Source: an optimization exercise on an open RTL-to-GDS flow (aim: a short achievable clock period). Production flows keep margins and buffers that such runs may drop.
No driver is modelled on the clock port, so clock power and skew are understated where the tree is cut down; a real chip needs a root buffer or a tree.
Power and IR drop assume default switching activity.

Design midi4cx3_core, start of the top module:
module midi4cx3_core (
    input  wire       clk,
    input  wire       rst,         
    input  wire       scan_clk,    
    input  wire       scan_data,   
    input  wire       scan_sync,   
    input  wire       pedal,       
    input  wire       tx_ready,    
    output reg  [7:0] tx_data,
    output reg        tx_wr
);
    localparam integer NS = 22;       
    reg [6:0]    pos;           
    reg          prev_clk;      
    reg          prev_sync;     
    reg          rst_d;         
    reg [63:0]   ring;          
    reg          first;         
    reg          rot;           
    reg          rot_bit;       
    reg          pk;            
    reg          pv;            
    reg          event_f;
    reg          idle_f;
    reg [NS-1:0] wr;            
    reg          wadv;          
    reg [NS-1:0] rd;            
    reg          radv;          
    reg [2:0]    off;           
    reg          m_ped [0:NS-1];
    reg          m_v   [0:NS-1];
    reg [6:0]    m_b1  [0:NS-1];
    wire pz        = (pos == 7'd0);
    wire p64       = pos[6];
    wire valid_key = ~pos[6] & (pos[5:0] != 6'd0) & (pos[5:0] != 6'd32) &
                     (pos[5:0] != 6'd33);
    wire old       = ring[0] & ~first;
    wire [NS-1:0] wr_eff = wadv ? {wr[NS-2:0], wr[NS-1]} : wr;
    wire [NS-1:0] rd_eff = radv ? {rd[NS-2:0], rd[NS-1]} : rd;
    wire q_empty   = |(wr_eff & rd_eff);
    wire q_full    = |({wr[NS-2:0], wr[NS-1]} & rd_eff);
    wire [6:0] note = pos[5] ? (7'd35 - {pos[5:0], 1'b0})      
  ...
For scale: ~880 cells after synthesis, about 340 flip-flops, ~16 I/O pins, roughly 0.013 mm² of cells after synthesis.
export LEC_CHECK = 0
export CAP_MARGIN = 20
export CORE_MARGIN = 2
export CORE_UTILIZATION = 30
export SETUP_SLACK_MARGIN = 5
export SLEW_MARGIN = 20
create_clock -name core_clock -period 8.0 [get_ports {clk}]
run.sh (not shown) runs the stock make flow with config.mk's settings and CLKGATE_MAP_FILE= SYNTH_SCRIPT=/design/flow/synth_recipe.tcl, a recipe that flattens the netlist after the stock synthesis.
The starting point completed without violations.
Then changed:
==> flow/flow/run.sh (new file) <==
#!/bin/bash
set -euo pipefail
MARGIN=${MARGIN:-6}
bash standard.sh SETUP_SLACK_MARGIN=$MARGIN finish > standard_make.log 2>&1
==> flow/standard.sh (new file) <==
#!/bin/bash
# synth_recipe.tcl (not shown) runs the flow's synth.tcl, then flattens the netlist and writes it again
# the make line also repeats each setting of config.mk as NAME=value (left out here)
make -C /OpenROAD-flow-scripts/flow DESIGN_CONFIG=/design/flow/config.mk WORK_HOME=/design/flow/orfs CLKGATE_MAP_FILE= SYNTH_SCRIPT=/design/flow/synth_recipe.tcl "${@:-finish}"
CORE_UTILIZATION = 40   (was 30)
SETUP_SLACK_MARGIN = default   (was 5)
removed: flow/run.sh
=> Register-to-register slack is better by 600 ps. Routed wire length climbs by about 8%. Sequential power barely changes. Die area fell by about 25%. Global-route usage came out higher by 6.4 points. Core utilization goes up by 14 points. Worst setup slack gets better by 310 ps. Cell count shrinks by about 7%. Design area went up by about 4.4%. Combinational power rose by 19%.
Then changed:
==> flow/run.sh (new file) <==
#!/bin/bash
# synth_recipe.tcl (not shown) runs the flow's synth.tcl, then flattens the netlist and writes it again
# the make line also repeats each setting of config.mk as NAME=value (left out here)
make -C /OpenROAD-flow-scripts/flow DESIGN_CONFIG=/design/flow/config.mk WORK_HOME=/design/flow/orfs CLKGATE_MAP_FILE= SYNTH_SCRIPT=/design/flow/synth_recipe.tcl finish
CORE_UTILIZATION = 60   (was 40)
SETUP_SLACK_MARGIN = 5   (was default)
removed: flow/flow/run.sh
removed: flow/standard.sh
Cell count shrinks by about a fifth; clock power barely changes; worst hold slack gains 4.0 ps; routed wire length shrinks by a little under a tenth; first-iteration DRC count shrinks by a quarter to a third; register-to-register slack loses 590 ps; critical path depth is unchanged; total power is about the same; non-clock buffer count shrinks by 42; worst setup slack loses 390 ps; clock-buffer cell count shrinks by 5.
No run of this note included a check of the RTL's function; only the layout flow was run.

* * *

midi4cx3_core, a different RTL version from the one above (not shown whole).
Size in the first run: ~370 flip-flops, about 16 I/O pins.
// midi4cx3_core
module midi4cx3_core (
    input  wire       clk,
    input  wire       rst,         
    input  wire       scan_clk,    
    input  wire       scan_data,   
    input  wire       scan_sync,   
    input  wire       pedal,       
    input  wire       tx_ready,    
    output reg  [7:0] tx_data,
    output reg        tx_wr
);
==> flow/config.mk <==
export PLATFORM = sky130hd
export DESIGN_NAME = midi4cx3_core
export DESIGN_NICKNAME = midi4cx3_core
export VERILOG_FILES = /design/flow/design.v
export SDC_FILE = /design/flow/constraint.sdc
export NUM_CORES = 4
export LEC_CHECK = 0
export CAP_MARGIN = 20
export CORE_MARGIN = 2
export CORE_UTILIZATION = 40
export SLEW_MARGIN = 20
==> flow/constraint.sdc <==
create_clock -name core_clock -period 8.0 [get_ports {clk}]
set_input_delay 1.6000 -clock core_clock [delete_from_list [all_inputs] [get_ports {clk}]]
set_output_delay 1.6000 -clock core_clock [all_outputs]
set_load 0.01 [all_outputs]
standard.sh (not shown) runs the stock make flow with config.mk's settings and CLKGATE_MAP_FILE= SYNTH_SCRIPT=/design/flow/synth_recipe.tcl, a recipe that flattens the netlist after the stock synthesis.
==> flow/flow/run.sh <==
#!/bin/bash
set -euo pipefail
export MARGIN=${MARGIN:-6}
export LEAF_CELL=sky130_fd_sc_hd__clkinv_8 LEAF_MAX=24 MID_CELL=sky130_fd_sc_hd__clkinv_16
export RES=$PWD/orfs/results/sky130hd/midi4cx3_core/base
export FLOWDIR=$PWD/flow
bash standard.sh SETUP_SLACK_MARGIN=$MARGIN place > make_place.log 2>&1
openroad -no_init -exit flow/cts.tcl > cts.log 2>&1
bash standard.sh SETUP_SLACK_MARGIN=$MARGIN finish > make_finish.log 2>&1
Other scripts of this flow, unchanged in this note and not shown: flow/flow/clock_tree.tcl, flow/flow/cts.tcl
Then changed:
- SYNTH_HIERARCHICAL: not set -> 1
=> The new run ran to the end with no violations. Global-route usage rose by 0.54 points. Fmax drops by 2.7%. Utilization is lower by 0.22 points. Wire length goes up by about 3%. Area after synthesis climbs by 1.0%. Setup slack got worse by 0.066 ns. Combinational power rose by 12%. Sequential share of layout area falls by 0.18 points.
Function was not checked in any run of this note: the RTL went through the layout flow alone. In every run of this note, the design's own scripts or RTL, not TritonCTS, make the clock network.

* * *

JK:
midi4cx3_core, a different RTL version from the one above (not shown whole).
Size: roughly 1100 cells after synthesis, roughly 370 flip-flops.
## midi4cx3_core
module midi4cx3_core (
    input  wire       clk,
    input  wire       rst,         
    input  wire       scan_clk,    
    input  wire       scan_data,   
    input  wire       scan_sync,   
    input  wire       pedal,       
    input  wire       tx_ready,    
    output reg  [7:0] tx_data,
    output reg        tx_wr
);
    localparam integer NS = 22;       
    reg          i_rst, i_c, i_d, i_s, i_p, i_r;
    reg [6:0]    pos;           
    reg          pz;            
    reg          p64;           
    reg          vk;            
    reg          prev_clk;      
    reg          prev_sync;     
    reg          rst_d;         
    reg [63:0]   ring;          
    reg          first;         
    reg          rot;           
    reg          last_d;        
    reg          last_p;        
    reg          pk;            
    reg          pv;            
    reg          event_f;
    reg          idle_f;
    reg [NS-1:0] wr;            
    reg          wadv;          
    reg [NS-1:0] rd;            
    reg          radv;          
    reg [20:0]   th;            
    reg [2:0]    off;           
    reg          tx_b;          
    reg          m_ped [0:NS-1];
    reg          m_v   [0:NS-1];
    reg [6:0]    m_b1  [0:NS-1];
    integer i;
    wire old     = ring[0] & ~first;
    wire svc_en  = ~pz & ~prev_clk;
    wire [NS-1:0] wr_n   = {wr[NS-2:0], wr[NS-1]};
    wire [NS-1:0] rd_n   = {rd[NS-2:0], rd[NS-1]};
    wire [NS-1:0] wr_eff = wadv ? wr_n : wr;
    wire [NS-1:0] rd_eff = radv ? rd_n : rd;
    wire q_empty = ~wadv & ~(radv ? th[1] : th[0]);
    wire q_full  = ~radv & th[20];
    wire at64    = pos[6];
    wire [6:0] pos_inc = at64 ? 7'd1 : pos + 7'd1;
    wire is63    = (pos == 7'd63);
    wire vk_inc  = (pos <= 7'd30) | ((pos >= 7'd33) & (pos <= 7'd62));
    wire ped_d   = rot & at64;        
    wire [2:0] off_t = tx_b ? {off[1:0], off[2]} : off;
  ...
clock: 8.0 ns
lec_check: 0
cap_margin: 20
core_margin: 2
core_utilization: 40
slew_margin: 20
synth_hierarchical: 1
==> flow/flow/cts.tcl <==
# Replaces ORFS's CTS step: reads the placed design, builds the clock tree
# of clock_tree.tcl, repairs timing as ORFS's CTS step does, and writes the
# files the rest of the ORFS flow reads.
set res $::env(RES)
set plat $::env(FLOW_HOME)/platforms/sky130hd
read_liberty $plat/lib/sky130_fd_sc_hd__tt_025C_1v80.lib
read_db $res/3_place.odb
read_sdc $res/3_place.sdc
source $plat/setRC.tcl
set_dont_use {sky130_fd_sc_hd__probe_p_8 sky130_fd_sc_hd__probec_p_8 sky130_fd_sc_hd__lpflow_*}
source $::env(FLOWDIR)/clock_tree.tcl
build_clock_tree clk $::env(LEAF_CELL) $::env(LEAF_MAX) $::env(MID_CELL) 4
detailed_placement
estimate_parasitics -placement
set_propagated_clock [all_clocks]
report_clock_latency
# the port buffers come in the smallest cells, which the repair below may
# only swap for cells of the same footprint
foreach inst [[ord::get_db_block] getInsts] {
  set n [$inst getName]
  if {[regexp {^(input|output)[0-9]+$} $n]} {
    replace_cell $n sky130_fd_sc_hd__buf_4
  }
}
detailed_placement
estimate_parasitics -placement
repair_timing -setup_margin $::env(MARGIN) -hold_margin 0 -repair_tns 100 -verbose
detailed_placement
check_placement -verbose
estimate_parasitics -placement
report_clock_latency
report_worst_slack
write_db $res/4_1_cts.odb
write_sdc -no_timestamp $res/4_cts.sdc
Scripts as last shown in full above: flow/flow/run.sh
Other scripts of this flow, unchanged in this note and not shown: flow/flow/clock_tree.tcl
What MS does differently from JK at the input level:
--- a/flow/flow/run.sh
+++ b/flow/flow/run.sh
@@ -3 +3 @@
-export MARGIN=${MARGIN:-6}
+export MARGIN=5.9
## What came out
Summary of MS over JK: final period utilization held steady, worst setup slack has increased, cell depth of the worst setup path lost 6, final weighted congestion in routability-driven placement went down about 3.7%. JK reports its first element of the critical path as ring[0] while MS reports tx_data[5]. Of the two candidates, JK has the worse time the final worst path needs with I/O delays and setup and MS the better one.
Function was not checked in any run of this note: the RTL went through the layout flow alone. No run of this note takes its clock network from TritonCTS; it comes from the design's own scripts or RTL.

## re-timing with driven ports
The results above use ideal ports. As a check the final layouts listed here were re-extracted and re-timed, cells and wires unchanged.
Step 1: set_driving_cell puts a clkbuf_16 on clk and a buf_2 on each other input, an assumption about the parent block.
Step 2 adds t to the input delays and takes it off the output delays; t is the mean of the earliest and latest rising clock arrival at the registers after step 1. Input paths then give back, and output paths get back, about the clock's delay inside the block.
Slacks: ideal ports / drivers / drivers and shift; pairs: ideal ports / drivers.
run	shift t [ns]	slack for setup (ns)	pins driven straight from the clock port
the first run of note 1	0.577	5.121 / 5.121 / 4.809	1
the second run of note 1	0.570	5.435 / 5.383 / 5.064	1
the third run of note 1	0.552	5.040 / 4.991 / 4.629	1
the first run of note 2	0.412	5.564 / 5.491 / 5.565	4
the second run of note 2	0.417	5.498 / 5.423 / 5.498	4
JK	0.417	5.690 / 5.480 / 5.669	4
MS	0.408	5.701 / 5.463 / 5.685	4
After both steps every run listed still meets setup and hold. For the third run of note 1, which loses most, drivers alone change the setup slack by -0.049 ns; drivers and shift together by -0.411 ns.
